Source: an optimization exercise on an open RTL-to-GDS flow (aim: small area, a short achievable clock period and few clock cycles). Production flows keep margins and buffers that such runs may drop. The RTL was checked by simulation tests, not by an equivalence proof against the original design. No activity file was given, so power comes from the tool's default toggle rates.

$ cat flow/constraint.sdc
create_clock -name core_clock -period 8.0 [get_ports {clk}]
set_input_delay 1.6000 -clock core_clock [delete_from_list [all_inputs] [get_ports {clk}]]
set_output_delay 1.6000 -clock core_clock [all_outputs]
set_load 0.01 [all_outputs]
$ cat flow/run.sh
#!/bin/bash
# synth_recipe.tcl (not shown) runs the flow's synth.tcl, then flattens the netlist and writes it again
# the make line also repeats each setting of config.mk as NAME=value (left out here)
make -C /OpenROAD-flow-scripts/flow DESIGN_CONFIG=/design/flow/config.mk WORK_HOME=/design/flow/orfs CLKGATE_MAP_FILE= SYNTH_SCRIPT=/design/flow/synth_recipe.tcl finish
$ cat flow/config.mk
export PLATFORM = sky130hd
export DESIGN_NAME = cmdproc
export DESIGN_NICKNAME = cmdproc
export VERILOG_FILES = /design/flow/design.v
export SDC_FILE = /design/flow/constraint.sdc
export NUM_CORES = 4
export LEC_CHECK = 0
export CAP_MARGIN = 20
export CORE_MARGIN = 2
export CORE_UTILIZATION = 40
export SLEW_MARGIN = 20
$ cat flow/design.v
module cmdproc (
    input  wire        clk,
    input  wire        rst,           
    input  wire        start,
    input  wire [63:0] start_base,
    input  wire [31:0] start_count,
    output wire        idle,
    output wire        done,
    output wire        faulted,
    output wire [2:0]  f_code,
    output wire        f_hdr_valid,
    output wire [63:0] f_hdr_addr,
    output wire [31:0] f_hdr_word,
    output wire        f_call_valid,
    output wire [13:0] f_method,
    output wire [2:0]  f_subch,
    output wire [1:0]  f_argi,
    output wire        f_value_valid,
    output wire [31:0] f_value,
    output wire        xl_req,
    output wire [63:0] xl_va,
    input  wire        xl_rsp,
    input  wire        xl_err,
    input  wire [63:0] xl_pa,
    output wire        rd_req,
    output wire [63:0] rd_addr,
    input  wire        rd_rsp,
    input  wire        rd_err,
    input  wire [31:0] rd_data,
    output wire        ev_valid,
    output wire [2:0]  ev_kind,
    output wire [13:0] ev_method,
    output wire [2:0]  ev_subch,
    output wire [31:0] ev_value,
    output wire [1:0]  ev_rem,
    output wire [1:0]  ev_len,
    output wire [31:0] ev_code0,
    output wire [31:0] ev_code1,
    output wire [31:0] ev_code2
);
    localparam [2:0] EV_SUBMIT = 3'd4;
    localparam [2:0] EV_DIAG   = 3'd5;
    localparam [2:0] F_UNKNOWN_MODE       = 3'd1;
    localparam [2:0] F_INCREASE_ONCE_ZERO = 3'd2;
    localparam [2:0] F_BIND_CONFLICT      = 3'd3;
    localparam [2:0] F_UNBOUND_SUBCHANNEL = 3'd4;
    localparam [2:0] F_UNKNOWN_ENGINE     = 3'd5;
    localparam [2:0] F_MACRO_NO_ENTRY     = 3'd6;
    localparam [2:0] F_PORT               = 3'd7;
    reg st_idle, st_xl, st_hw, st_aw, st_inl, st_flt;
    reg  [7:0]  bound;
    reg  [1:0]  cls [0:7];
    reg         mac_act;
    reg  [31:0] mac_entry;
    reg  [1:0]  mac_len;
    reg  [31:0] mac_code0;     
    reg  [31:0] mac_code1;
    reg  [63:0] base;          
    reg  [2:0]  off;           
    reg  [31:0] rcnt;          
    reg         ovf;           
    reg         gt1;           
    reg         more;          
    reg  [31:0] hdr;
    reg  [1:0]  argi;
    reg  [13:0] cmeth;
    reg         cfault;        
    reg         cev;           
    reg  [2:0]  ckind;
    reg  [2:0]  fcode;
    reg         fpa;           
    wire [2:0]  h_mode = hdr[31:29];
    wire [2:0]  h_sc   = hdr[15:13];
    wire [1:0]  h_n    = hdr[17:16];
    wire        h_inl  = (h_mode == 3'd5);
    wire [1:0]  crem   = h_inl ? 2'd0 : (h_n - argi - 2'd1);
    wire        clast  = (crem == 2'd0);
    wire [31:0] val = st_inl ? {21'd0, hdr[28:18]} : rd_data;
    function [4:0] outcome;    
        input [13:0] m;
        input        last;
        input        bnd;
        input [1:0]  cl;
        input        act;
        begin
            if (m == 14'h47)       outcome = 5'b00_000;
            else if (m == 14'h46)  outcome = act ? {1'b0, last, EV_SUBMIT} : 5'b10_000;
            else if (m == 14'h00)  outcome = bnd ? 5'b10_000 : 5'b00_000;
            else if (m < 14'h100)  outcome = {2'b01, EV_DIAG};
            else if (!bnd || cl == 2'd0) outcome = 5'b10_000;
            else                   outcome = {2'b01, 1'b0, cl};
        end
    endfunction
    wire [2:0]  r_mode = rd_data[31:29];
    wire [1:0]  r_n    = rd_data[17:16];
    wire [2:0]  r_sc   = rd_data[15:13];
    wire        r_inl  = (r_mode == 3'd5);
    wire [4:0]  oc0 = outcome({1'b0, rd_data[12:0]}, r_inl | (r_n == 2'd1),
                              bound[r_sc], cls[r_sc], mac_act);
    wire        c_bind = (cmeth == 14'h00);
    wire        c_m47  = (cmeth == 14'h47);
    wire        c_m46  = (cmeth == 14'h46);
    wire        inc    = (h_mode[2:1] == 2'b00) | ((h_mode == 3'd4) & (argi == 2'd0));
    wire [13:0] nmeth  = cmeth + {13'd0, inc};
    wire [4:0]  ocn = outcome(nmeth, h_n == (argi + 2'd2),
                              bound[h_sc] | c_bind, cls[h_sc], mac_act | c_m47);
    wire [2:0]  dcode = c_m46  ? F_MACRO_NO_ENTRY :
                        c_bind ? F_BIND_CONFLICT :
                        bound[h_sc] ? F_UNKNOWN_ENGINE : F_UNBOUND_SUBCHANNEL;
    wire        xok   = xl_rsp & ~xl_err;
    wire        rok   = rd_rsp & ~rd_err;
    wire        x_ovf = (&xl_pa[63:2]) & (|xl_pa[1:0]);
    wire        rnz   = |rcnt;
    wire        r_bad  = r_mode[2] & r_mode[1];                        
    wire        r_args = (r_n != 2'd0) & ~r_bad & ~r_inl;              
    wire        r_empty = (r_n == 2'd0) & ~r_mode[2];                  
    wire        disp   = (st_aw & rok) | st_inl;                       
    wire        dok    = disp & ~cfault;
    wire        dlast  = dok & clast;                                  
    wire        hreq = (st_xl & xok & rnz & ~x_ovf) |
                       (st_hw & rok & r_empty & gt1 & ~ovf) |
                       (dlast & more & ~ovf);
    wire        areq = (st_hw & rok & r_args & ~ovf) |
                       (st_aw & rok & ~cfault & ~clast & ~ovf);
    assign done = (st_xl & xok & ~rnz) |
                  (st_hw & rok & r_empty & ~gt1) |
                  (dlast & ~more);
    assign idle    = st_idle | (done & start);
    assign faulted = st_flt;
    assign xl_req  = start & idle;
    assign xl_va   = start_base;
    wire [63:0] nxt = base + {59'd0, off, 2'b00};
    wire [63:0] addr = st_xl ? xl_pa : nxt;
    assign rd_req  = hreq | areq;
    assign rd_addr = addr;
    wire        ovf_n = (&addr[63:3]) & (|addr[2:0]);
    assign ev_valid  = disp & cev;
    assign ev_kind   = ckind;
    assign ev_method = cmeth;
    assign ev_subch  = h_sc;
    assign ev_value  = ckind[2] & ~ckind[0] ? mac_entry : val;
    assign ev_rem    = crem;
    assign ev_len    = mac_len + 2'd1;
    assign ev_code0  = (mac_len == 2'd0) ? val : mac_code0;
    assign ev_code1  = (mac_len == 2'd1) ? val : mac_code1;
    assign ev_code2  = val;
    wire f_disp = (fcode != F_UNKNOWN_MODE) & (fcode != F_INCREASE_ONCE_ZERO) &
                  (fcode != F_PORT);
    assign f_code        = fcode;
    assign f_hdr_valid   = (fcode != F_PORT) | fpa;
    assign f_hdr_addr    = base;
    assign f_hdr_word    = hdr;
    assign f_call_valid  = f_disp | ((fcode == F_PORT) & fpa);
    assign f_method      = cmeth;
    assign f_subch       = h_sc;
    assign f_argi        = argi;
    assign f_value_valid = f_disp;
    assign f_value       = mac_code0;
    wire flt_port0 = (st_xl & xl_rsp & (xl_err | (rnz & x_ovf))) |
                     (st_hw & rd_rsp & (rd_err | (r_empty & gt1 & ovf))) |
                     (dlast & more & ovf);
    wire flt_port1 = (st_hw & rok & r_args & ovf) |
                     (st_aw & rd_rsp & rd_err) |
                     (st_aw & rok & ~cfault & ~clast & ovf);
    wire flt_mode  = st_hw & rok & r_bad;
    wire flt_ioz   = st_hw & rok & (r_mode == 3'd4) & (r_n == 2'd0);
    wire flt_disp  = disp & cfault;
    always @(posedge clk) begin
        if (rst) begin
            st_idle <= 1'b1;
            st_xl   <= 1'b0;
            st_hw   <= 1'b0;
            st_aw   <= 1'b0;
            st_inl  <= 1'b0;
            st_flt  <= 1'b0;
            bound   <= 8'd0;
            mac_act <= 1'b0;
            mac_len <= 2'd0;
        end else begin
            st_idle <= (st_idle | done) & ~start;
            st_xl   <= (idle & start) | (st_xl & ~xl_rsp);
            st_hw   <= hreq | (st_hw & ~rd_rsp);
            st_aw   <= areq | (st_aw & ~rd_rsp);
            st_inl  <= st_hw & rok & r_inl;
            st_flt  <= st_flt | flt_port0 | flt_port1 | flt_mode | flt_ioz | flt_disp;
            if (dok) begin
                if (c_m47) begin
                    mac_act   <= 1'b1;
                    mac_entry <= val;
                    mac_len   <= 2'd0;
                end else if (c_m46) begin
                    if (clast) begin
                        mac_act <= 1'b0;
                        mac_len <= 2'd0;
                    end else begin
                        mac_len <= mac_len + 2'd1;
                    end
                end else if (c_bind) begin
                    bound[h_sc] <= 1'b1;
                end
            end
        end
        if (dok & c_bind)
            cls[h_sc] <= (val == 32'h20) ? 2'd1 :
                         (val == 32'h07) ? 2'd2 :
                         (val == 32'h30) ? 2'd3 : 2'd0;
        if ((dok & c_m46 & ~clast & (mac_len == 2'd0)) | flt_disp)
            mac_code0 <= val;
        if (dok & c_m46 & ~clast & (mac_len == 2'd1))
            mac_code1 <= val;
        if (idle & start) begin
            rcnt <= start_count;
            off  <= 3'd0;
        end
        if (hreq) begin
            base <= addr;
            rcnt <= rcnt - {29'd0, off};
            off  <= 3'd1;
            gt1  <= (rcnt - {29'd0, off}) > 32'd1;
        end
        if (areq)
            off <= off + 3'd1;
        if (hreq | areq)
            ovf <= ovf_n;
        if (st_hw & rok) begin
            hdr    <= rd_data;
            argi   <= 2'd0;
            cmeth  <= {1'b0, rd_data[12:0]};
            {cfault, cev, ckind} <= oc0;
            more   <= r_inl ? (rcnt > 32'd1) : (rcnt > {29'd0, r_n} + 32'd1);
        end else if (dok & ~clast) begin
            argi   <= argi + 2'd1;
            cmeth  <= nmeth;
            {cfault, cev, ckind} <= ocn;
        end
        if (flt_port0 | flt_port1) begin
            fcode <= F_PORT;
            fpa   <= flt_port1;
        end else if (flt_mode)
            fcode <= F_UNKNOWN_MODE;
        else if (flt_ioz)
            fcode <= F_INCREASE_ONCE_ZERO;
        else if (flt_disp)
            fcode <= dcode;
    end
endmodule
==> results of run 1 <==
[logic make-up (layout without fill, tap and decap cells)]
kind of cell | Yosys count | count (layout)
and+or+nand+nor | 647 | 647
muxes | 111 | 111
adders and majority gates | 24 | 24
buffers and inverters | 222 | 651
xor gates and xnor gates | 75 | 75
AOI/OAI and AO/OA | 266 | 266
DFF | 291 | 291
other | 0 | 2
[routing by layer]
metal	wire length, µm	track usage (%)	share of wire (%)
met2	32550	49.26	48
met4	1996	8.936	2.9
met3	6090	8.477	8.9
met1	27740	38.34	41
met5	13	0.8899	0.019
[flip-flops by register name, indices dropped and copies added, names as in the netlist, 2 cells and up, named ones only]
| name | cells |
|---|---|
| argi | 2 |
| mac_entry | 32 |
| hdr | 32 |
| mac_len | 2 |
| bound | 8 |
| fcode | 3 |
| rcnt | 32 |
| base | 64 |
| ckind | 3 |
| mac_code0 | 32 |
| cls | 16 |
| off | 3 |
| cmeth | 14 |
| mac_code1 | 32 |
[layout make-up]
class / count / area [µm²]
inverter: 66 / 247.7
timing repair buffer: 519 / 5170
fill: 3727 / 18840
antenna: 2 / 5.005
sequential: 291 / 8483
clock buffer: 49 / 1032
tap: 539 / 674.4
clock inverter: 17 / 142.6
multi-input combinational: 1123 / 7442
[placed cells by master (no fill, tap or decap), types with 49 or more instances in the layout]
cell type                         netlist  final
sky130_fd_sc_hd__inv_1                 66     64
sky130_fd_sc_hd__clkdlybuf4s50_1        0    509
sky130_fd_sc_hd__mux2_2                84     84
sky130_fd_sc_hd__edfxtp_1             265    265
sky130_fd_sc_hd__o21ai_0               49     49
sky130_fd_sc_hd__nand4_1               58     58
sky130_fd_sc_hd__nor2_1               164    163
sky130_fd_sc_hd__nand3_1               62     62
sky130_fd_sc_hd__nand2_1              113    113
sky130_fd_sc_hd__xnor2_1               52     52
sky130_fd_sc_hd__a21oi_1              102    102
[path summary, 6_finish.rpt]
| kind | startpoint | to | slack, ns |
|---|---|---|---|
| max | off[2] | rd_addr[55] | 1.75 |
| min | mac_len[1] | mac_len[1] | 0.50 |
| min reg2reg | mac_len[1] | mac_len[1] | 0.50 |
| max reg2reg | off[0] | ovf | 3.16 |
[stage by stage]
| stage | power [W] | setup WS, ns | hold slack (ns) |
|---|---|---|---|
| final | 0.003831 | 1.755 | 0.4985 |
| after global routing | 0.003956 | 1.557 | 0.5303 |
| after CTS | 0.003863 | 1.734 | 0.5041 |
| after detailed placement | 0.002229 | 1.756 | 0.4916 |
| after global placement | 0.002228 | 1.769 | 0.4788 |
| after floorplan | 0.001970 | 2.504 | 0.4480 |
[report_power, final]
part	internal [W]	switching, W
clock	0.000970	0.000660
sequential	0.00169	0.0000399
combinational	0.000232	0.000242
[worst min-delay path, cell delays in order (launching register included)]
cell	delay, ns
sky130_fd_sc_hd__dfxtp_1	0.32
sky130_fd_sc_hd__a22oi_1	0.06
sky130_fd_sc_hd__nor2_1	0.08
==> flow_summary.yaml, run 1 <==
timing:
  rsz0062_at_grt: "no"
  layout_worst_path_cycle_share_pct: 78.07
  fin_worst_skew_ns: 0.01842
  worst_slew_margin_pct: 24.55
  hold_viol_final: 0
  worstMarginPinSlew_ns: 1.121
  fmax_mhz: 160.1
  period_needed_ns: 6.245
  timing.final.max_slew_violations: 0
  final-setup-viol-count: 0
  setup_tns_ns: 0
placed_design:
  detailed_place.area_um2: 22020
  post_dp_hpwl_um: 52710
  io_buffers: 509
  routabilityCongestion: 0.9508
  dpl.cell_count: 2538
clocking:
  clk_path_buf_depth: 3
  cts_repair_resize_count: 0
  number_of_cts_inserted_buffers: 36
  cts_max_level: 2
  cts_setup_buffers: 0
  clk_transition_reported_paths_ns: 0.06
  insertion_delay_to_the_later_sink_of_the_worst_skew_pair_ns: 0.55
  clock-root-buffer: "sky130_fd_sc_hd__clkbuf_16"
  tritoncts_clock_tree: "done"
  cts_sink_count: 291
  cts-hold-fix-buffers: 0
route:
  wl_per_cell_um: 26.24
  dr.pass1.iters: 5
  num_vias: 15390
  detail_route.drc_violations: 0
  route.final.wire_length_um: 68390
  first_iter_violations: 1445
  antenna_left: 0
  vias_per_cell: 5.905
logic_synthesis:
  post_synth_and_or_nand_nor_area_fraction_pct: 20.01
  synth_top_cells_by_area: "sky130_fd_sc_hd__edfxtp_1, sky130_fd_sc_hd__mux2_2, sky130_fd_sc_hd__buf_4"
  synth_area_leader_cell: "sky130_fd_sc_hd__edfxtp_1"
  synth_xor_area_share_pct: 3.854
  synthesis.instances: 1636
  synthDominantCellAreaShare_pct: 46.69
  synth.yosys.seq_area_share_pct: 49.74
  synthMuxAreaShare_pct: 8.016
  post_synth_fa_ha_maj_area_fraction_pct: 1.850
  async_reset_ff_share_pct: 0
  synth_top_family_by_area: "simple AND/OR/NAND/NOR gates"
  ys_seq_elements: 291
  compound_cell_area_share_of_the_yosys_netlist_pct: 9.734
  yosys.cell_count.top_type: "sky130_fd_sc_hd__edfxtp_1"
  postSynthNetCount: 1859
  syn-cell-area_um2: 17040
  synth_enable_flop_cells: 265
  ys.flop_type: "sky130_fd_sc_hd__edfxtp_1"
  ys.warnings.count: 1
  synth_area_per_cell_um2: 10.42
  netlist_top_cells_count: "sky130_fd_sc_hd__edfxtp_1, sky130_fd_sc_hd__nor2_1, sky130_fd_sc_hd__nand2_1"
  yosysUniqueCellTypes: 81
pwr:
  power.density_nw_per_um2: 165.2
  peakVddDrop_mv: 0.1218
  power.static_leakage_nw: 7.698
critical_path:
  crit_type: "reg2out"
  worstPathBufferInverterCount: 1
  critical_path.cell_chain: "ha_1, nor2_1, or3_1, nor4_1, nand3_1, or2_2, a31oi_1, clkdlybuf4s50_1"
  crit_path_max_fanout: 14
  required_time_worst_endpoint_ns: 6.40
  r2r.worst_path.cells: 10
  cp.arrival_ns: 4.65
  path_depth: 8
  worstSetupEndpointType: "output pin"
  max_stage_delay_ns: 0.73
  timing.critical_path.from_type: "register"
  worst_path_dominant_cell_family: "simple AND/OR/NAND/NOR gates"
  crit_path_top_delay_cell: "sky130_fd_sc_hd__nor4_1"
final_layout:
  synthToLayoutAreaGrowth_pct: 36.10
  nNetsFinal: 2260
  layout.core_utilization_pct: 55.18
  layoutNonFillerInstCount: 2606
  drive_above_1_share_pct: 9.346
  post-route-cell-area_um2: 23200
floorplanning:
  die_w_um: 210.4
  initial_core_util_pct: 40.54
  design.die.area_um2: 44280
  die_y_um: 210.4
  core_region_area_um2: 42040
  fp_rows: 75
  num_io_pins: 638
job:
  max_cap_violations: 0
min_path:
  min_path_type: "reg2reg"
  min_path_cells: 2
grt:
  grt_overflow: 0
  maximum_number_of_pins_on_one_net_before_global_route_repair: 68
  grt_pass1_vias: 14700
  number_of_antenna_violations_at_the_first_check_in_global_routing: 5
  first_pass_grt_wire_length_um: 99010
  overall_routing_resource_usage_pct: 29.93
outcome:
  outcome: "finished clean"
Testbench counts, summed over its fixed seeds: cycles 20,056.
==> inputs of run 2 (changes only) <==
--- a/flow/config.mk
+++ b/flow/config.mk
@@ -8,4 +8,5 @@
 export CAP_MARGIN = 20
 export CORE_MARGIN = 2
 export CORE_UTILIZATION = 40
+export SETUP_SLACK_MARGIN = 5
 export SLEW_MARGIN = 20
==> flow_summary.yaml, run 2 <==
route:
  route.met2.wl_um: 42910
  wl_per_cell_um: 27.22
  antenna_left: 0
  first_iter_violations: 1950
  detailroute.wirelength.met3_um: 8885
  dr.pass1.iters: 5
  route.final.wire_length_um: 89990
  num_vias: 19380
  drt-met1-wl_um: 32450
  top_layer_used: "met5"
  detail_route.drc_violations: 0
  vias_per_cell: 5.861
grt:
  first_pass_grt_wire_length_um: 124300
  grt_pass1_vias: 19050
  number_of_antenna_violations_at_the_first_check_in_global_routing: 6
  overall_routing_resource_usage_pct: 37.83
  maximum_number_of_pins_on_one_net_before_global_route_repair: 68
  grt_overflow: 0
clocking:
  clk_transition_reported_paths_ns: 0.06
  clock-root-buffer: "sky130_fd_sc_hd__clkbuf_16"
  clk_path_buf_depth: 3
  cts-hold-fix-buffers: 0
  insertion_delay_to_the_later_sink_of_the_worst_skew_pair_ns: 0.56
  number_of_cts_inserted_buffers: 36
  cts_max_level: 2
  cts_sink_count: 291
  tritoncts_clock_tree: "done"
timing:
  rsz0062_at_grt: "yes"
  timing.final.max_slew_violations: 0
  layout_worst_path_cycle_share_pct: 62.22
  worst_slew_margin_pct: 24.17
  hold_viol_final: 0
  fmax_mhz: 200.9
  setup_tns_ns: 0
  worstMarginPinSlew_ns: 1.137
  fin_worst_skew_ns: 0.02444
  final-setup-viol-count: 0
  period_needed_ns: 4.977
critical_path:
  rr_endpoint: "base[62]"
  cp.arrival_ns: 3.38
  crit_path_max_fanout: 2
  worstSetupEndpointType: "output pin"
  crit_path_end: "rd_addr[54]"
  path_common_cell: "sky130_fd_sc_hd__buf_6"
  max_stage_delay_ns: 0.44
  required_time_worst_endpoint_ns: 6.40
  crit_path_top_delay_cell: "sky130_fd_sc_hd__edfxtp_1"
  r2r.worst_path.cells: 27
  cp-startpoint: "base[2]"
  crit_type: "reg2out"
  critical_path.cell_chain: "ha_4, fa_2, a21oi_4, buf_4, buf_6, buf_6, nor3b_4, nand4_1, buf_6, buf_4, nor4_4, mux2_4, a21oi_4, buf_6"
  rr_startpoint: "base[2]"
  timing.critical_path.from_type: "register"
  reg2reg_setup_slack_ns: 3.22
final_layout:
  layout.core_utilization_pct: 79.63
  max_flop_register: "base"
  post-route-cell-area_um2: 33470
  leading_cell_types_in_the_layout_fill_and_taps_excluded: "sky130_fd_sc_hd__buf_6, sky130_fd_sc_hd__buf_4, sky130_fd_sc_hd__edfxtp_1"
  mostFrequentLayoutCell: "sky130_fd_sc_hd__buf_6"
  nNetsFinal: 2963
  drive_above_1_share_pct: 58.71
  largest_register_ffs: 64
  layoutNonFillerInstCount: 3306
  synthToLayoutAreaGrowth_pct: 96.40
pwr:
  power.static_leakage_nw: 13.82
  finalPower_w: 0.004180
  power.density_nw_per_um2: 124.9
  peakVddDrop_mv: 0.1529
min_path:
  min_path_type: "reg2reg"
  min_path_cells: 2
logic_synthesis:
  synth_area_per_cell_um2: 10.42
  synth_top_cells_by_area: "sky130_fd_sc_hd__edfxtp_1, sky130_fd_sc_hd__mux2_2, sky130_fd_sc_hd__buf_4"
  yosys.cell_count.top_type: "sky130_fd_sc_hd__edfxtp_1"
  postSynthNetCount: 1859
  ys.flop_type: "sky130_fd_sc_hd__edfxtp_1"
  synthDominantCellAreaShare_pct: 46.69
  netlist_top_cells_count: "sky130_fd_sc_hd__edfxtp_1, sky130_fd_sc_hd__nor2_1, sky130_fd_sc_hd__nand2_1"
  ys_seq_elements: 291
  ys.warnings.count: 1
  syn-cell-area_um2: 17040
  async_reset_ff_share_pct: 0
  synth_enable_flop_cells: 265
  synth.yosys.seq_area_share_pct: 49.74
  synth_area_leader_cell: "sky130_fd_sc_hd__edfxtp_1"
  yosysUniqueCellTypes: 81
  synthesis.instances: 1636
floorplanning:
  initial_core_util_pct: 40.54
  die_y_um: 210.4
  fp_rows: 75
  design.die.area_um2: 44280
  die_w_um: 210.4
  num_io_pins: 638
  core_region_area_um2: 42040
job:
  max_cap_violations: 0
placed_design:
  detailed_place.area_um2: 23460
  dpl.cell_count: 2538
  io_buffers: 509
  routabilityCongestion: 0.9440
  post_dp_hpwl_um: 53550
outcome:
  outcome: "finished clean"
-- run 2: power breakdown --
part	internal [W]	switching [W]	total, W
clock	0.000895	0.000684	0.00158
combinational	0.000478	0.000395	0.000873
sequential	0.00169	0.0000404	0.00173
-- run 2: kinds of logic (layout without fill, tap and decap cells) --
family / count (synthesis) / in the layout / synth area share (%)
other: 0 / 1 / 0
AOI/OAI and AO/OA: 266 / 266 / 9.734
buffers and inverters: 222 / 1344 / 6.790
DFF: 291 / 291 / 49.74
xor gates and xnor gates: 75 / 75 / 3.854
adders and majority gates: 24 / 24 / 1.850
muxes: 111 / 111 / 8.016
and+or+nand+nor: 647 / 655 / 20.01
-- run 2: metrics by stage --
stage / hold WS [ns] / setup WS, ns
global placement: 0.4737 / 1.942
finish: 0.5010 / 3.023
floorplan: 0.4480 / 3.570
global route: 0.5156 / 2.973
detailed placement: 0.4865 / 1.961
CTS: 0.5013 / 3.109
-- run 2: timing repair --
action,in CTS,in global routing
setup endpoints to repair,802,598
setup buffers,550,129
pin swaps,154,125
gates cloned,20,4
gates resized for setup,2262,327
hold endpoints to repair,0,0
-- run 2: worst min path at each step --
stage                     slack [ns]        to      from
after floorplan                 0.45  bound[5]  bound[5]
final                           0.50  bound[6]  bound[6]
after global routing            0.52  bound[0]  bound[0]
after CTS                       0.50  bound[0]  bound[0]
after detailed placement        0.49  bound[0]  bound[0]
after global placement          0.47  bound[7]  bound[7]
-- run 2: per-layer routing --
layer	vias to the layer above	global-route usage [%]
met5	-	0.6674
met4	10	18.94
met1	9466	44.58
li1	8278	-
met2	1287	62.67
met3	335	11.58
-- run 2: worst max-delay path: cells and delay by family (launching register included) --
kind,cells,cell delay (ns)
buf+inv,6,0.78
simple gates,3,0.53
fa+ha+maj,2,0.47
flops,1,0.44
mux,1,0.37
compound gates,2,0.24
-- run 2: layout make-up --
class                   count  area (µm²)
flip-flops and latches    291        8502
diodes                      1       2.502
clock buffers              53       985.9
well taps                 539       674.4
multi-input cells        1131       10830
fillers                  2499        8566
inverters                  66       327.8
repair buffers           1214       12050
clock inverters            11       101.3
==> inputs of run 3 (changes only) <==
--- a/flow/config.mk
+++ b/flow/config.mk
@@ -10,3 +10,4 @@
 export CORE_UTILIZATION = 40
 export SETUP_SLACK_MARGIN = 5
 export SLEW_MARGIN = 20
+export TNS_END_PERCENT = 10
==> flow_summary.yaml, run 3 <==
clocking:
  cts_max_level: 2
  insertion_delay_to_the_later_sink_of_the_worst_skew_pair_ns: 0.56
  number_of_cts_inserted_buffers: 35
  cts-hold-fix-buffers: 0
  clk_path_buf_depth: 3
  cts_sink_count: 291
  tritoncts_clock_tree: "done"
  clk_transition_reported_paths_ns: 0.06
  clock-root-buffer: "sky130_fd_sc_hd__clkbuf_16"
route:
  wl_per_cell_um: 26.32
  dr.pass1.iters: 5
  drt-met1-wl_um: 29860
  top_layer_used: "met5"
  num_vias: 16880
  antenna_left: 0
  route.met2.wl_um: 35960
  route.final.wire_length_um: 75620
  detail_route.drc_violations: 0
  first_iter_violations: 1534
  detailroute.wirelength.met3_um: 7064
  vias_per_cell: 5.875
critical_path:
  required_time_worst_endpoint_ns: 6.40
  max_stage_delay_ns: 0.52
  crit_type: "reg2out"
  crit_path_top_delay_cell: "sky130_fd_sc_hd__or4_4"
  cp.arrival_ns: 3.32
  critical_path.cell_chain: "ha_4, fa_2, a21oi_4, or4_4, buf_12, nor4_4, buf_4, a21oi_1, o21ai_1, nand2_1, buf_2"
  worstPathBufferInverterCount: 3
  timing.critical_path.from_type: "register"
  worstSetupEndpointType: "output pin"
  crit_path_max_fanout: 5
  worst_path_dominant_cell_family: "simple AND/OR/NAND/NOR gates"
final_layout:
  layoutNonFillerInstCount: 2873
  fillCellCount: 3455
  mostFrequentLayoutCell: "sky130_fd_sc_hd__clkdlybuf4s50_1"
  max_flop_register: "base"
  leading_cell_types_in_the_layout_fill_and_taps_excluded: "sky130_fd_sc_hd__clkdlybuf4s50_1, sky130_fd_sc_hd__edfxtp_1, sky130_fd_sc_hd__buf_4"
  ff_latch_area_um2: 8486
  largest_register_ffs: 64
  drive_above_1_share_pct: 35.23
  synthToLayoutAreaGrowth_pct: 58.22
  multi_input_area_um2: 9027
  nNetsFinal: 2530
logic_synthesis:
  async_reset_ff_share_pct: 0
  ys.flop_type: "sky130_fd_sc_hd__edfxtp_1"
  yosysUniqueCellTypes: 81
  synthesis.instances: 1636
  syn-cell-area_um2: 17040
  yosys.cell_count.top_type: "sky130_fd_sc_hd__edfxtp_1"
  synth_top_cells_by_area: "sky130_fd_sc_hd__edfxtp_1, sky130_fd_sc_hd__mux2_2, sky130_fd_sc_hd__buf_4"
  netlist_top_cells_count: "sky130_fd_sc_hd__edfxtp_1, sky130_fd_sc_hd__nor2_1, sky130_fd_sc_hd__nand2_1"
  synth_area_per_cell_um2: 10.42
  synth.yosys.seq_area_share_pct: 49.74
  ys_seq_elements: 291
  synth_area_leader_cell: "sky130_fd_sc_hd__edfxtp_1"
  ys.warnings.count: 1
  synth_enable_flop_cells: 265
  synthDominantCellAreaShare_pct: 46.69
  postSynthNetCount: 1859
placed_design:
  io_buffers: 509
  routabilityCongestion: 0.9380
  post_dp_hpwl_um: 53280
  dpl.cell_count: 2543
  dpl_worst_slack_ns: 2.042
floorplanning:
  die_y_um: 210.4
  core_region_area_um2: 42040
  initial_core_util_pct: 40.54
  die_w_um: 210.4
  design.die.area_um2: 44280
  fp_rows: 75
  num_io_pins: 638
timing:
  fin_worst_skew_ns: 0.01974
  worst_slew_margin_pct: 24.65
  worstMarginPinSlew_ns: 1.128
  period_needed_ns: 4.918
  layout_worst_path_cycle_share_pct: 61.47
  rsz0062_at_grt: "yes"
  hold_viol_final: 0
  setup_ws_ns: 3.082
  setup_tns_ns: 0
  fmax_mhz: 203.3
  final-setup-viol-count: 0
  timing.final.max_slew_violations: 0
job:
  max_cap_violations: 0
pwr:
  peakVddDrop_mv: 0.1091
  power.density_nw_per_um2: 149.8
  power.static_leakage_nw: 10.35
grt:
  grt_pass1_vias: 16130
  overall_routing_resource_usage_pct: 32.30
  number_of_antenna_violations_at_the_first_check_in_global_routing: 2
  first_pass_grt_wire_length_um: 106500
  grt_overflow: 0
  maximum_number_of_pins_on_one_net_before_global_route_repair: 76
min_path:
  min_path_type: "reg2reg"
outcome:
  outcome: "finished clean"
[run 3: cell counts after synthesis]
Identical to the previous run, type by type.
[run 3: per-layer routing]
| metal | global-route usage, % | vias to the layer above |
|---|---|---|
| met5 | 0 | - |
| met4 | 11.56 | 2 |
| met3 | 8.239 | 143 |
| met2 | 53.20 | 982 |
| met1 | 41.24 | 8352 |
| li1 | - | 7400 |
[run 3: worst reg2reg max path, delay by kind of cell (launching register included)]
kind	cells	cell delay, ns
buf+inv	22	2.59
compound gates	3	0.58
simple gates	1	0.52
fa+ha+maj	2	0.46
flops	1	0.44
[run 3: cell families after synthesis]
family	synth area share (%)
compound gates	9.734
xor+xnor	3.854
fa+ha+maj	1.850
buf+inv	6.790
flops	49.74
mux	8.016
simple gates	20.01
[run 3: final timing paths]
check / slack (ns) / end / depth (start not counted) / from
setup / recovery: 3.08 / rd_addr[46] / 11 / base[2]
hold / removal: 0.51 / mac_act / 2 / mac_act
setup reg to reg: 3.19 / base[34] / 28 / base[2]
hold reg to reg: 0.51 / mac_act / 2 / mac_act
[run 3: timing repair]
item,in CTS,in global routing
gates cloned,1,0
pin swaps,102,44
endpoints found under the setup margin,813,724
setup buffers,179,86
gates resized for setup,898,340
[run 3: cell type report]
cell class,count,share of cell area (%)
multi-input cells,1124,33.48
flip-flops and latches,291,31.47
repair buffers,789,27.12
clock buffers,42,3.535
well taps,539,2.501
inverters,66,0.9558
clock inverters,21,0.9326
diodes,1,0.009279
[run 3: per-stage QoR]
stage | util [%] | area [µm²] | hold WS (ns) | power (W)
2_1_floorplan | - | 17110 | 0.4480 | 0.001971
5_1_grt | 64.14 | 26960 | 0.5227 | 0.004144
3_5_place_dp | 52.56 | 22090 | 0.4877 | 0.002231
4_1_cts | 61.25 | 25750 | 0.4980 | 0.003994
6_report | 64.15 | 26970 | 0.5094 | 0.004040
3_3_place_gp | 52.54 | 22090 | 0.4780 | 0.002231
[run 3: power breakdown]
group          leakage (nW)  internal [W]  switching [W]
combinational          7.16      0.000316       0.000298
sequential             2.59       0.00169      0.0000402
clock                 0.603       0.00102       0.000681
==> inputs of run 4 (changes only) <==
==> flow/flow/run.sh (new file) <==
#!/bin/bash
# Standard layout, with the port buffers made from the smallest buffer cell.
set -e
export BUFFER_PORTS_ARGS="-buffer_cell sky130_fd_sc_hd__buf_1"
bash standard.sh > standard.log 2>&1
==> flow/standard.sh (new file) <==
#!/bin/bash
# synth_recipe.tcl (not shown) runs the flow's synth.tcl, then flattens the netlist and writes it again
# the make line also repeats each setting of config.mk as NAME=value (left out here)
make -C /OpenROAD-flow-scripts/flow DESIGN_CONFIG=/design/flow/config.mk WORK_HOME=/design/flow/orfs CLKGATE_MAP_FILE= SYNTH_SCRIPT=/design/flow/synth_recipe.tcl "${@:-finish}"
removed: flow/run.sh
==> flow_summary.yaml, run 4 <==
pwr:
  netSwitchingFraction_pct: 26.43
  comb_power_share_pct: 12.7
  power.density_nw_per_um2: 160.3
  power.static_leakage_nw: 8.255
  cellInternalPower_w: 0.002744
  peakVddDrop_mv: 0.1527
  power.share.sequential_pct: 46.3
  power.net_switching_w: 0.0009857
  finalPower_w: 0.003730
  clock_power_share_pct: 41.0
route:
  antenna_left: 0
  vias_per_cell: 5.956
  route.final.wire_length_um: 69360
  wl_per_cell_um: 24.65
  num_vias: 16760
  dr.pass1.iters: 8
  detail_route.drc_violations: 0
  first_iter_violations: 1787
critical_path:
  r2r.worst_path.cells: 25
  required_time_worst_endpoint_ns: 6.40
  crit_type: "in2out"
  crit_path_max_fanout: 3
  worstSetupEndpointType: "output pin"
  timing.critical_path.from_type: "input port"
  cp.arrival_ns: 3.14
logic_synthesis:
  synth_enable_flop_cells: 265
  yosys.cell_count.top_type: "sky130_fd_sc_hd__edfxtp_1"
  yosysUniqueCellTypes: 81
  synth_area_per_cell_um2: 10.42
  ys_seq_elements: 291
  postSynthNetCount: 1859
  syn-cell-area_um2: 17040
  synth.yosys.seq_area_share_pct: 49.74
  synth_area_leader_cell: "sky130_fd_sc_hd__edfxtp_1"
  synthDominantCellAreaShare_pct: 46.69
  synthesis.instances: 1636
  synth_top_cells_by_area: "sky130_fd_sc_hd__edfxtp_1, sky130_fd_sc_hd__mux2_2, sky130_fd_sc_hd__buf_4"
  async_reset_ff_share_pct: 0
  netlist_top_cells_count: "sky130_fd_sc_hd__edfxtp_1, sky130_fd_sc_hd__nor2_1, sky130_fd_sc_hd__nand2_1"
  ys.warnings.count: 1
  ys.flop_type: "sky130_fd_sc_hd__edfxtp_1"
grt:
  grt_pass1_vias: 15680
  maximum_number_of_pins_on_one_net_before_global_route_repair: 83
  first_pass_grt_wire_length_um: 99400
  overall_routing_resource_usage_pct: 29.60
  number_of_antenna_violations_at_the_first_check_in_global_routing: 0
  grt_overflow: 0
final_layout:
  multi_input_area_um2: 8641
  mostFrequentLayoutCell: "sky130_fd_sc_hd__buf_1"
  max_flop_register: "base"
  drive_above_1_share_pct: 27.03
  fillCellCount: 3680
  layoutNonFillerInstCount: 2814
  leading_cell_types_in_the_layout_fill_and_taps_excluded: "sky130_fd_sc_hd__buf_1, sky130_fd_sc_hd__edfxtp_1, sky130_fd_sc_hd__buf_4"
  total_inserted_antenna_cells: 0
  ff_latch_area_um2: 8483
  largest_register_ffs: 64
  nNetsFinal: 2475
  synthToLayoutAreaGrowth_pct: 36.49
clocking:
  cts-hold-fix-buffers: 0
  tritoncts_clock_tree: "done"
  clock-root-buffer: "sky130_fd_sc_hd__clkbuf_16"
  number_of_cts_inserted_buffers: 35
  clk_path_buf_depth: 3
  cts_sink_count: 291
  clk_transition_reported_paths_ns: 0.05
  insertion_delay_to_the_later_sink_of_the_worst_skew_pair_ns: 0.57
  cts_max_level: 2
floorplanning:
  core_region_area_um2: 42040
  die_y_um: 210.4
  initial_core_util_pct: 40.54
  design.die.area_um2: 44280
  die_w_um: 210.4
  fp_rows: 75
  num_io_pins: 638
placed_design:
  dpl.cell_count: 2541
  post_dp_hpwl_um: 48350
  io_buffers: 509
  routabilityCongestion: 0.9917
timing:
  fin_worst_skew_ns: 0.02678
  timing.final.max_slew_violations: 0
  period_needed_ns: 4.736
  final-setup-viol-count: 0
  hold_viol_final: 0
  setup_tns_ns: 0
  fmax_mhz: 211.2
  layout_worst_path_cycle_share_pct: 59.20
  worstMarginPinSlew_ns: 1.110
  worst_slew_margin_pct: 25.35
  rsz0062_at_grt: "yes"
min_path:
  min_path_type: "reg2reg"
  min_path_cells: 2
job:
  max_cap_violations: 0
outcome:
  outcome: "finished clean"
## run 4: cell types whose count changed in the layout (fill, tap and decap cells not counted), moves of 31 or more
cell                              delta
sky130_fd_sc_hd__mux2_2             +31
sky130_fd_sc_hd__mux2_4             -31
sky130_fd_sc_hd__clkdlybuf4s50_1   -293
sky130_fd_sc_hd__buf_4              -57
sky130_fd_sc_hd__buf_6              -57
sky130_fd_sc_hd__buf_1             +435
sky130_fd_sc_hd__dlygate4sd2_1      -40
## run 4: worst max-delay path: stages
cell	delay, ns
sky130_fd_sc_hd__buf_1	0.16
sky130_fd_sc_hd__nand4_1	0.16
sky130_fd_sc_hd__nor4_4	0.35
sky130_fd_sc_hd__nand2_1	0.14
sky130_fd_sc_hd__nor4_4	0.14
sky130_fd_sc_hd__buf_4	0.17
sky130_fd_sc_hd__o32ai_4	0.08
sky130_fd_sc_hd__nor2_4	0.15
sky130_fd_sc_hd__inv_2	0.06
sky130_fd_sc_hd__buf_6	0.12
## run 4: layout make-up
| type | instances | area share (%) |
|---|---|---|
| clock buffer | 43 | 3.980 |
| inverter | 66 | 1.097 |
| sequential | 291 | 36.47 |
| clock inverter | 17 | 0.6185 |
| timing repair buffer | 734 | 17.80 |
| tap | 539 | 2.899 |
| multi-input combinational | 1124 | 37.14 |
## run 4: metrics by stage
step                      setup slack [ns]  hold slack [ns]  utilization, %  cell area, µm²
after floorplan                      3.570           0.4480               -           17110
after global placement               2.950           0.4729           44.93           18890
after detailed placement             2.866           0.4776           44.93           18890
after CTS                            3.191           0.4920           53.49           22490
after global routing                 3.228           0.5150           55.34           23260
final                                3.264           0.4937           55.34           23260
## run 4: per-layer routing
layer	share of wire, %	vias up	GRT usage [%]
met1	38	8060	37.54
met4	4.6	0	12.82
met5	0	-	0
met2	47	1183	47.40
li1	-	7282	-
met3	11	235	8.343
## run 4: logic make-up after synthesis
logic type	count (synthesis)	share of synthesized area, %
simple gates	647	20.01
buf+inv	222	6.790
fa+ha+maj	24	1.850
compound gates	266	9.734
xor+xnor	75	3.854
flops	291	49.74
mux	111	8.016
## run 4: what timing repair did
| action | in CTS | in global routing |
|---|---|---|
| pin swaps | 104 | 39 |
| gates cloned | 2 | 3 |
| gates resized for setup | 289 | 140 |
| endpoints found under the setup margin | 553 | 569 |
| setup buffers | 175 | 33 |
## run 4: path summary, 6_finish.rpt
path | start | to | slack, ns
max | xl_pa[36] | rd_req | 3.26
min | bound[2] | bound[2] | 0.49
max reg2reg | off[0] | ovf | 3.45
min reg2reg | bound[2] | bound[2] | 0.49
## run 4: power groups by stage
stage                     registers [W]  logic (W)  clock network, W
after floorplan                 0.00175   0.000225                 0
after global placement          0.00176   0.000344                 0
after detailed placement        0.00176   0.000344                 0
after CTS                       0.00173   0.000429           0.00156
after global routing            0.00173   0.000500           0.00161
final                           0.00173   0.000472           0.00153
==> inputs of run 5 (changes only) <==
--- a/flow/design.v
+++ b/flow/design.v
@@ -47,7 +47,7 @@
     localparam [2:0] F_UNKNOWN_ENGINE     = 3'd5;
     localparam [2:0] F_MACRO_NO_ENTRY     = 3'd6;
     localparam [2:0] F_PORT               = 3'd7;
-    reg st_idle, st_xl, st_hw, st_aw, st_inl, st_flt;
+    reg st_idle, st_xl, st_hq, st_hw, st_aw, st_inl, st_rew, st_flt;
     reg  [7:0]  bound;
     reg  [1:0]  cls [0:7];
     reg         mac_act;
@@ -55,12 +55,12 @@
     reg  [1:0]  mac_len;
     reg  [31:0] mac_code0;     
     reg  [31:0] mac_code1;
-    reg  [63:0] base;          
-    reg  [2:0]  off;           
+    reg  [63:0] cur;           
+    reg  [2:0]  hmid;          
+    reg         hcy;           
     reg  [31:0] rcnt;          
+    reg         pos;           
     reg         ovf;           
-    reg         gt1;           
-    reg         more;          
     reg  [31:0] hdr;
     reg  [1:0]  argi;
     reg  [13:0] cmeth;
@@ -110,30 +110,33 @@
     wire        xok   = xl_rsp & ~xl_err;
     wire        rok   = rd_rsp & ~rd_err;
     wire        x_ovf = (&xl_pa[63:2]) & (|xl_pa[1:0]);
-    wire        rnz   = |rcnt;
     wire        r_bad  = r_mode[2] & r_mode[1];                        
     wire        r_args = (r_n != 2'd0) & ~r_bad & ~r_inl;              
     wire        r_empty = (r_n == 2'd0) & ~r_mode[2];                  
     wire        disp   = (st_aw & rok) | st_inl;                       
     wire        dok    = disp & ~cfault;
     wire        dlast  = dok & clast;                                  
-    wire        hreq = (st_xl & xok & rnz & ~x_ovf) |
-                       (st_hw & rok & r_empty & gt1 & ~ovf) |
-                       (dlast & more & ~ovf);
+    wire        hreq = (st_hq & pos & ~ovf) |
+                       (st_hw & rok & r_empty & pos & ~ovf) |
+                       (dlast & pos & ~ovf);
     wire        areq = (st_hw & rok & r_args & ~ovf) |
                        (st_aw & rok & ~cfault & ~clast & ~ovf);
-    assign done = (st_xl & xok & ~rnz) |
-                  (st_hw & rok & r_empty & ~gt1) |
-                  (dlast & ~more);
+    assign done = (st_hq & ~pos) |
+                  (st_hw & rok & r_empty & ~pos) |
+                  (dlast & ~pos);
     assign idle    = st_idle | (done & start);
     assign faulted = st_flt;
     assign xl_req  = start & idle;
     assign xl_va   = start_base;
-    wire [63:0] nxt = base + {59'd0, off, 2'b00};
-    wire [63:0] addr = st_xl ? xl_pa : nxt;
     assign rd_req  = hreq | areq;
-    assign rd_addr = addr;
-    wire        ovf_n = (&addr[63:3]) & (|addr[2:0]);
+    assign rd_addr = cur;
+    wire        ovf_n = (&cur[63:3]) & (|cur[2:0]);
+    wire        mid_cy = &cur[4:2];
+    wire        hi_c   = st_rew ? hcy : mid_cy;
+    wire [58:0] hi_x   = cur[63:5] ^ {59{st_rew}};
+    wire [58:0] hi_s   = hi_x + {58'd0, hi_c};
+    wire [2:0]  mid_n  = st_rew ? hmid : cur[4:2] + 3'd1;
+    wire [63:0] cur_n  = {hi_s ^ {59{st_rew}}, mid_n, cur[1:0]};
     assign ev_valid  = disp & cev;
     assign ev_kind   = ckind;
     assign ev_method = cmeth;
@@ -148,7 +151,7 @@
                   (fcode != F_PORT);
     assign f_code        = fcode;
     assign f_hdr_valid   = (fcode != F_PORT) | fpa;
-    assign f_hdr_addr    = base;
+    assign f_hdr_addr    = cur;
     assign f_hdr_word    = hdr;
     assign f_call_valid  = f_disp | ((fcode == F_PORT) & fpa);
     assign f_method      = cmeth;
@@ -156,19 +159,22 @@
     assign f_argi        = argi;
     assign f_value_valid = f_disp;
     assign f_value       = mac_code0;
-    wire flt_port0 = (st_xl & xl_rsp & (xl_err | (rnz & x_ovf))) |
-                     (st_hw & rd_rsp & (rd_err | (r_empty & gt1 & ovf))) |
-                     (dlast & more & ovf);
+    wire flt_port0 = (st_xl & xl_rsp & xl_err) | (st_hq & pos & ovf) |
+                     (st_hw & rd_rsp & (rd_err | (r_empty & pos & ovf))) |
+                     (dlast & pos & ovf);
     wire flt_port1 = (st_hw & rok & r_args & ovf) |
                      (st_aw & rd_rsp & rd_err) |
                      (st_aw & rok & ~cfault & ~clast & ovf);
     wire flt_mode  = st_hw & rok & r_bad;
     wire flt_ioz   = st_hw & rok & (r_mode == 3'd4) & (r_n == 2'd0);
     wire flt_disp  = disp & cfault;
+    wire flt_any   = flt_port0 | flt_port1 | flt_mode | flt_ioz | flt_disp;
     always @(posedge clk) begin
         if (rst) begin
             st_idle <= 1'b1;
             st_xl   <= 1'b0;
+            st_hq   <= 1'b0;
+            st_rew  <= 1'b0;
             st_hw   <= 1'b0;
             st_aw   <= 1'b0;
             st_inl  <= 1'b0;
@@ -179,10 +185,12 @@
         end else begin
             st_idle <= (st_idle | done) & ~start;
             st_xl   <= (idle & start) | (st_xl & ~xl_rsp);
+            st_hq   <= st_xl & xok;
             st_hw   <= hreq | (st_hw & ~rd_rsp);
             st_aw   <= areq | (st_aw & ~rd_rsp);
             st_inl  <= st_hw & rok & r_inl;
-            st_flt  <= st_flt | flt_port0 | flt_port1 | flt_mode | flt_ioz | flt_disp;
+            st_rew  <= flt_any;
+            st_flt  <= st_flt | st_rew;
             if (dok) begin
                 if (c_m47) begin
                     mac_act   <= 1'b1;
@@ -210,24 +218,28 @@
             mac_code1 <= val;
         if (idle & start) begin
             rcnt <= start_count;
-            off  <= 3'd0;
+            pos  <= (start_count != 32'd0);
+        end else if ((hreq | areq) & pos) begin
+            rcnt <= rcnt - 32'd1;
+            pos  <= (rcnt != 32'd1);
+        end
+        if (st_xl & xok) begin
+            cur <= xl_pa;
+            ovf <= x_ovf;
+        end else if (hreq | areq | st_rew) begin
+            cur <= cur_n;
+            ovf <= ovf_n;
         end
         if (hreq) begin
-            base <= addr;
-            rcnt <= rcnt - {29'd0, off};
-            off  <= 3'd1;
-            gt1  <= (rcnt - {29'd0, off}) > 32'd1;
-        end
-        if (areq)
-            off <= off + 3'd1;
-        if (hreq | areq)
-            ovf <= ovf_n;
+            hmid <= cur[4:2];
+            hcy  <= mid_cy;
+        end else if (areq)
+            hcy  <= hcy | mid_cy;
         if (st_hw & rok) begin
             hdr    <= rd_data;
             argi   <= 2'd0;
             cmeth  <= {1'b0, rd_data[12:0]};
             {cfault, cev, ckind} <= oc0;
-            more   <= r_inl ? (rcnt > 32'd1) : (rcnt > {29'd0, r_n} + 32'd1);
         end else if (dok & ~clast) begin
             argi   <= argi + 2'd1;
             cmeth  <= nmeth;
--- a/flow/config.mk
+++ b/flow/config.mk
@@ -10,4 +10,4 @@
 export CORE_UTILIZATION = 40
 export SETUP_SLACK_MARGIN = 5
 export SLEW_MARGIN = 20
-export TNS_END_PERCENT = 10
+export TNS_END_PERCENT = 30
==> flow_summary.yaml, run 5 <==
final_layout:
  total_inserted_antenna_cells: 0
  max_flop_register: "cur"
  layout.core_utilization_pct: 54.37
  largest_register_ffs: 64
  drive_above_1_share_pct: 27.44
  synthToLayoutAreaGrowth_pct: 34.65
  mostFrequentLayoutCell: "sky130_fd_sc_hd__buf_1"
  fillCellCount: 3668
  nNetsFinal: 2372
  leading_cell_types_in_the_layout_fill_and_taps_excluded: "sky130_fd_sc_hd__buf_1, sky130_fd_sc_hd__edfxtp_1, sky130_fd_sc_hd__nand2_1"
grt:
  first_pass_grt_wire_length_um: 90360
  overall_routing_resource_usage_pct: 27.40
  grt_overflow: 0
  number_of_antenna_violations_at_the_first_check_in_global_routing: 0
  maximum_number_of_pins_on_one_net_before_global_route_repair: 84
  grt_pass1_vias: 14010
logic_synthesis:
  yosysUniqueCellTypes: 80
  netlist_top_cells_count: "sky130_fd_sc_hd__edfxtp_1, sky130_fd_sc_hd__nand2_1, sky130_fd_sc_hd__nor2_1"
  ys_seq_elements: 293
  ys.warnings.count: 1
  synth_top_cells_by_area: "sky130_fd_sc_hd__edfxtp_1, sky130_fd_sc_hd__buf_4, sky130_fd_sc_hd__mux2_2"
  synth_area_leader_cell: "sky130_fd_sc_hd__edfxtp_1"
  synthDominantCellAreaShare_pct: 45.95
  synth_area_per_cell_um2: 10.25
  ys.flop_type: "sky130_fd_sc_hd__edfxtp_1"
  postSynthNetCount: 1904
  async_reset_ff_share_pct: 0
  syn-cell-area_um2: 17320
  synth_enable_flop_cells: 265
  synthesis.instances: 1690
  synth.yosys.seq_area_share_pct: 49.19
  yosys.cell_count.top_type: "sky130_fd_sc_hd__edfxtp_1"
route:
  wl_per_cell_um: 23.85
  antenna_left: 0
  first_iter_violations: 1347
  route.final.wire_length_um: 66010
  num_vias: 15290
  detail_route.drc_violations: 0
  vias_per_cell: 5.523
  dr.pass1.iters: 5
timing:
  setup_tns_ns: 0
  worstMarginPinSlew_ns: 0.9515
  timing.final.max_slew_violations: 0
  worst_slew_margin_pct: 36.08
  fin_worst_skew_ns: 0.04503
  rsz0062_at_grt: "yes"
  fmax_mhz: 225.5
  setup_ws_ns: 3.566
  period_needed_ns: 4.434
  final-setup-viol-count: 0
  hold_viol_final: 0
  layout_worst_path_cycle_share_pct: 55.42
placed_design:
  routabilityCongestion: 0.8656
  dpl_worst_slack_ns: 2.769
  post_dp_hpwl_um: 44950
  io_buffers: 509
critical_path:
  critical_path.cell_chain: "buf_12, nor4b_4, buf_4, a221oi_4, or3_4, o21ai_4, buf_6"
  worstSetupEndpointType: "output pin"
  crit_path_max_fanout: 6
  required_time_worst_endpoint_ns: 6.40
  max_stage_delay_ns: 0.37
  cp.arrival_ns: 2.83
  crit_path_top_delay_cell: "sky130_fd_sc_hd__or3_4"
  timing.critical_path.from_type: "input port"
  crit_type: "in2out"
min_path:
  min_path_type: "reg2reg"
clocking:
  number_of_cts_inserted_buffers: 36
  cts_sink_count: 293
  clk_path_buf_depth: 3
  cts_max_level: 2
  clk_transition_reported_paths_ns: 0.06
  insertion_delay_to_the_later_sink_of_the_worst_skew_pair_ns: 0.59
  tritoncts_clock_tree: "done"
  clock-root-buffer: "sky130_fd_sc_hd__clkbuf_16"
floorplanning:
  die_y_um: 212.1
  design.die.area_um2: 44980
  die_w_um: 212.1
  initial_core_util_pct: 40.38
  core_region_area_um2: 42890
  num_io_pins: 638
  fp_rows: 76
pwr:
  power.static_leakage_nw: 8.333
  finalPower_w: 0.003821
  power.density_nw_per_um2: 163.9
  peakVddDrop_mv: 0.1597
outcome:
  outcome: "finished clean"
job:
  max_cap_violations: 0
[run 5: cell types whose count changed after synthesis, moves of 14 or more]
cell,change
sky130_fd_sc_hd__o21ai_0,+57
sky130_fd_sc_hd__xnor2_1,+14
sky130_fd_sc_hd__mux2_2,-16
sky130_fd_sc_hd__buf_2,+15
sky130_fd_sc_hd__inv_1,-30
sky130_fd_sc_hd__xor2_1,+27
sky130_fd_sc_hd__nand3_1,-23
sky130_fd_sc_hd__nand2_1,+62
sky130_fd_sc_hd__buf_4,+65
sky130_fd_sc_hd__nand4_1,-16
[run 5: critical path: cells and delay by family]
kind,cells,cell delay (ns)
AO/OA/AOI/OAI,2,0.17
AND/OR/NAND/NOR,2,0.63
buffers and inverters,3,0.43
[run 5: kinds of logic (layout without fill, tap and decap cells)]
| family | Yosys count | in the layout | synth area share [%] |
|---|---|---|---|
| AO/OA/AOI/OAI | 279 | 280 | 9.429 |
| XOR/XNOR | 117 | 117 | 5.997 |
| adder cells (fa/ha/maj) | 15 | 15 | 1.084 |
| buffers and inverters | 267 | 755 | 9.306 |
| flip-flops | 293 | 293 | 49.19 |
| multiplexers | 97 | 97 | 6.965 |
| AND/OR/NAND/NOR | 622 | 626 | 18.03 |
[run 5: final timing paths]
check,start,endpoint,slack (ns),cells after the start
worst min register to register,mac_len[1],mac_len[1],0.45,2
worst max register to register,st_inl,cur[22],4.77,8
worst max-delay path,rd_data[17],rd_req,3.57,7
worst min-delay path,mac_len[1],mac_len[1],0.45,2
[run 5: what timing repair did]
action | 4_1_cts | 5_1_grt
pin swaps | 33 | 15
setup endpoints to repair | 601 | 562
hold buffers | 0 | 0
cloned | 7 | 1
gates resized for setup | 478 | 125
setup buffers | 91 | 39
[run 5: report_power, final]
part | internal (W) | switching [W]
registers | 0.00170 | 0.0000457
logic | 0.000210 | 0.000219
clock network | 0.000933 | 0.000711
total | 0.00285 | 0.000976
[run 5: routing by layer]
layer | wire, µm | vias to the layer above | GRT usage (%) | part of all wire (%)
met4 | 2283 | 0 | 10.44 | 3.5
met3 | 8152 | 139 | 12.33 | 12
met1 | 24940 | 7411 | 33.12 | 38
li1 | - | 6917 | - | -
met2 | 30640 | 822 | 42.84 | 46
met5 | 0 | - | 0 | 0
[run 5: area by class of cell]
cell class | count | area, µm² | area share [%]
sequential | 293 | 8536 | 36.60
multi-input combinational | 1135 | 8237 | 35.32
timing repair buffer | 656 | 4507 | 19.33
clock buffer | 39 | 912.1 | 3.912
tap | 585 | 732.0 | 3.139
clock inverter | 24 | 252.7 | 1.084
inverter | 36 | 142.6 | 0.6117
[run 5: metrics by stage]
stage	instance area, µm²	cells	hold slack [ns]
3_3_place_gp	18980	2567	0.4430
5_1_grt	23320	2768	0.4865
4_1_cts	22580	2728	0.4556
3_5_place_dp	18990	2567	0.4472
2_1_floorplan	17800	1690	0.4319
6_report	23320	2768	0.4544
Testbench counts of run 5, summed over its fixed seeds: cycles 20,248.
==> inputs of run 6 (changes only) <==
--- a/flow/config.mk
+++ b/flow/config.mk
@@ -10,4 +10,4 @@
 export CORE_UTILIZATION = 40
 export SETUP_SLACK_MARGIN = 5
 export SLEW_MARGIN = 20
-export TNS_END_PERCENT = 30
+export TNS_END_PERCENT = 10
==> flow_summary.yaml, run 6 <==
logic_synthesis:
  ys.warnings.count: 1
  yosys.cell_count.top_type: "sky130_fd_sc_hd__edfxtp_1"
  synthesis.instances: 1690
  synth_area_leader_cell: "sky130_fd_sc_hd__edfxtp_1"
  synth_enable_flop_cells: 265
  syn-cell-area_um2: 17320
  ys_seq_elements: 293
  synthDominantCellAreaShare_pct: 45.95
  async_reset_ff_share_pct: 0
  synth_area_per_cell_um2: 10.25
  netlist_top_cells_count: "sky130_fd_sc_hd__edfxtp_1, sky130_fd_sc_hd__nand2_1, sky130_fd_sc_hd__nor2_1"
  postSynthNetCount: 1904
  ys.flop_type: "sky130_fd_sc_hd__edfxtp_1"
  yosysUniqueCellTypes: 80
  synth.yosys.seq_area_share_pct: 49.19
  synth_top_cells_by_area: "sky130_fd_sc_hd__edfxtp_1, sky130_fd_sc_hd__buf_4, sky130_fd_sc_hd__mux2_2"
route:
  antenna_left: 0
  detail_route.drc_violations: 0
  vias_per_cell: 5.467
  dr.pass1.iters: 5
  route.final.wire_length_um: 60930
  first_iter_violations: 1152
  wl_per_cell_um: 22.08
  num_vias: 15090
timing:
  hold_slack_ns: 0.4655
  final-setup-viol-count: 0
  worstMarginPinSlew_ns: 1.099
  hold_viol_final: 0
  layout_worst_path_cycle_share_pct: 54.65
  period_needed_ns: 4.372
  rsz0062_at_grt: "yes"
  worst_slew_margin_pct: 26.72
  setup_tns_ns: 0
  fmax_mhz: 228.7
  fin_worst_skew_ns: 0.02499
  timing.final.max_slew_violations: 0
grt:
  grt_pass1_vias: 13970
  first_pass_grt_wire_length_um: 85260
  maximum_number_of_pins_on_one_net_before_global_route_repair: 80
  number_of_antenna_violations_at_the_first_check_in_global_routing: 2
  overall_routing_resource_usage_pct: 25.14
  grt_overflow: 0
clocking:
  cts_max_level: 2
  cts_sink_count: 293
  number_of_cts_inserted_buffers: 35
  insertion_delay_to_the_later_sink_of_the_worst_skew_pair_ns: 0.55
  cts-hold-fix-buffers: 0
  clk_path_buf_depth: 3
  tritoncts_clock_tree: "done"
  clk_transition_reported_paths_ns: 0.05
  clock-root-buffer: "sky130_fd_sc_hd__clkbuf_16"
placed_design:
  post_dp_hpwl_um: 41070
  io_buffers: 509
  routabilityCongestion: 0.8876
  detailed_place.area_um2: 18620
floorplanning:
  initial_core_util_pct: 40.38
  die_y_um: 212.1
  design.die.area_um2: 44980
  die_w_um: 212.1
  core_region_area_um2: 42890
  fp_rows: 76
  num_io_pins: 638
critical_path:
  timing.critical_path.from_type: "input port"
  required_time_worst_endpoint_ns: 6.40
  critical_path.cell_chain: "buf_12, nor4b_4, a221oi_4, or3_4, o21ai_4, buf_6"
  crit_path_max_fanout: 6
  cp.arrival_ns: 2.77
  crit_type: "in2out"
  max_stage_delay_ns: 0.37
  crit_path_top_delay_cell: "sky130_fd_sc_hd__nor4b_4"
  worst_path_dominant_cell_family: "simple AND/OR/NAND/NOR gates"
  worstPathBufferInverterCount: 2
  worstSetupEndpointType: "output pin"
final_layout:
  post-route-cell-area_um2: 22620
  mostFrequentLayoutCell: "sky130_fd_sc_hd__buf_1"
  drive_above_1_share_pct: 23.51
  synthToLayoutAreaGrowth_pct: 30.60
  leading_cell_types_in_the_layout_fill_and_taps_excluded: "sky130_fd_sc_hd__buf_1, sky130_fd_sc_hd__edfxtp_1, sky130_fd_sc_hd__nand2_1"
  max_flop_register: "cur"
  largest_register_ffs: 64
  nNetsFinal: 2362
pwr:
  peakVddDrop_mv: 0.1367
  power.density_nw_per_um2: 163.9
  power.static_leakage_nw: 7.950
  finalPower_w: 0.003708
outcome:
  outcome: "finished clean"
min_path:
  min_path_type: "reg2reg"
job:
  max_cap_violations: 0
[run 6: changes by cell type in the layout (fill, tap and decap cells not counted), sizes merged]
cell,delta
clkbuf,+16
buf,-11
clkinv,-10
bufbuf,-3
or3,-3
inv,+2
o21a,+2
a21o,-1
bufinv,-1
clkinvlp,+1
diode,+1
nor2,-1
[run 6: where the power goes]
group	total, W	internal, W	switching [W]
logic	0.000400	0.000190	0.000210
registers	0.00175	0.00170	0.0000443
clock network	0.00156	0.000910	0.000650
total	0.00371	0.00280	0.000904
[run 6: final timing paths]
kind | start | endpoint | slack (ns) | depth (start not counted)
worst min-delay path | mac_len[1] | mac_len[1] | 0.47 | 2
worst min register to register | mac_len[1] | mac_len[1] | 0.47 | 2
worst max-delay path | rd_data[17] | rd_req | 3.63 | 6
worst max register to register | st_inl | mac_code1[4] | 4.16 | 20
[run 6: per-stage QoR]
| step | util (%) | instances | setup slack [ns] |
|---|---|---|---|
| after floorplan | - | 1690 | 3.758 |
| after global placement | 43.41 | 2564 | 2.645 |
| after detailed placement | 43.41 | 2564 | 2.590 |
| after CTS | 49.81 | 2710 | 3.554 |
| after global routing | 52.73 | 2759 | 3.583 |
| final | 52.74 | 2760 | 3.628 |
[run 6: worst min-delay path, cell delays in order (launching register included)]
cell	delay, ns
sky130_fd_sc_hd__dfxtp_1	0.31
sky130_fd_sc_hd__nand2_1	0.05
sky130_fd_sc_hd__a21oi_1	0.05
[run 6: timing repair]
item / 4_1_cts / 5_1_grt
pin swaps: 17 / 14
setup endpoints to repair: 592 / 582
resized for setup: 272 / 301
buffers inserted: 81 / 48
gates cloned: 2 / 1
[run 6: cells by family (layout without fill, tap and decap cells)]
family	after synthesis	in the layout	synth area share (%)
adders and majority gates	15	15	1.084
and+or+nand+nor	622	622	18.03
AOI/OAI and AO/OA	279	281	9.429
other	0	1	0
DFF	293	293	49.19
xor gates and xnor gates	117	117	5.997
muxes	97	97	6.965
buffers and inverters	267	749	9.306
[run 6: cell type report]
cell class              instances  area (µm²)
clock buffers                  47       960.9
inverters                      36       150.1
multi-input cells            1132        8018
flip-flops and latches        293        8523
diodes                          1       2.502
well taps                     585       732.0
fillers                      3724       20270
clock inverters                16       138.9
repair buffers                650        4093
[run 6: routing by layer]
metal | vias up | global-route usage (%) | share of wire (%)
met5 | - | 0 | 0.025
li1 | 6913 | - | -
met2 | 734 | 42.72 | 50
met3 | 94 | 4.461 | 7.8
met1 | 7345 | 31.94 | 40
met4 | 2 | 9.519 | 2.8

[afterwards: timing with drivers on the ports]
The flow's constraints put no driver on any port. The routed layouts listed below were extracted and timed again, unchanged, in two steps. Step 1: set_driving_cell puts a clkbuf_16 on clk and a buf_2 on each other input, an assumption about the parent block. Step 2 also shifts input and output timing later by t, the mid clock arrival at the registers, as if the neighbouring blocks saw the same clock. Three values: no drivers, after step 1, after step 2; two values: the first two.
run	shift t [ns]	slack for setup (ns)	latest minus earliest clock arrival (ns)	worst register clock-pin slew, ns
run 1	0.593	1.755 / 1.700 / 1.768	0.019 / 0.019	0.06 / 0.06
run 2	0.608	3.023 / 2.965 / 3.077	0.025 / 0.024	0.07 / 0.07
run 3	0.608	3.082 / 3.024 / 3.055	0.020 / 0.020	0.06 / 0.06
run 4	0.611	3.264 / 3.242 / 3.089	0.033 / 0.032	0.06 / 0.06
run 5	0.635	3.566 / 3.486 / 3.486	0.046 / 0.045	0.06 / 0.06
run 6	0.583	3.628 / 3.570 / 3.504	0.025 / 0.025	0.06 / 0.06
After both steps every run listed still meets setup and hold. The setup slack of run 4, which loses most, moves by -0.022 ns with the drivers and by -0.175 ns with both steps.
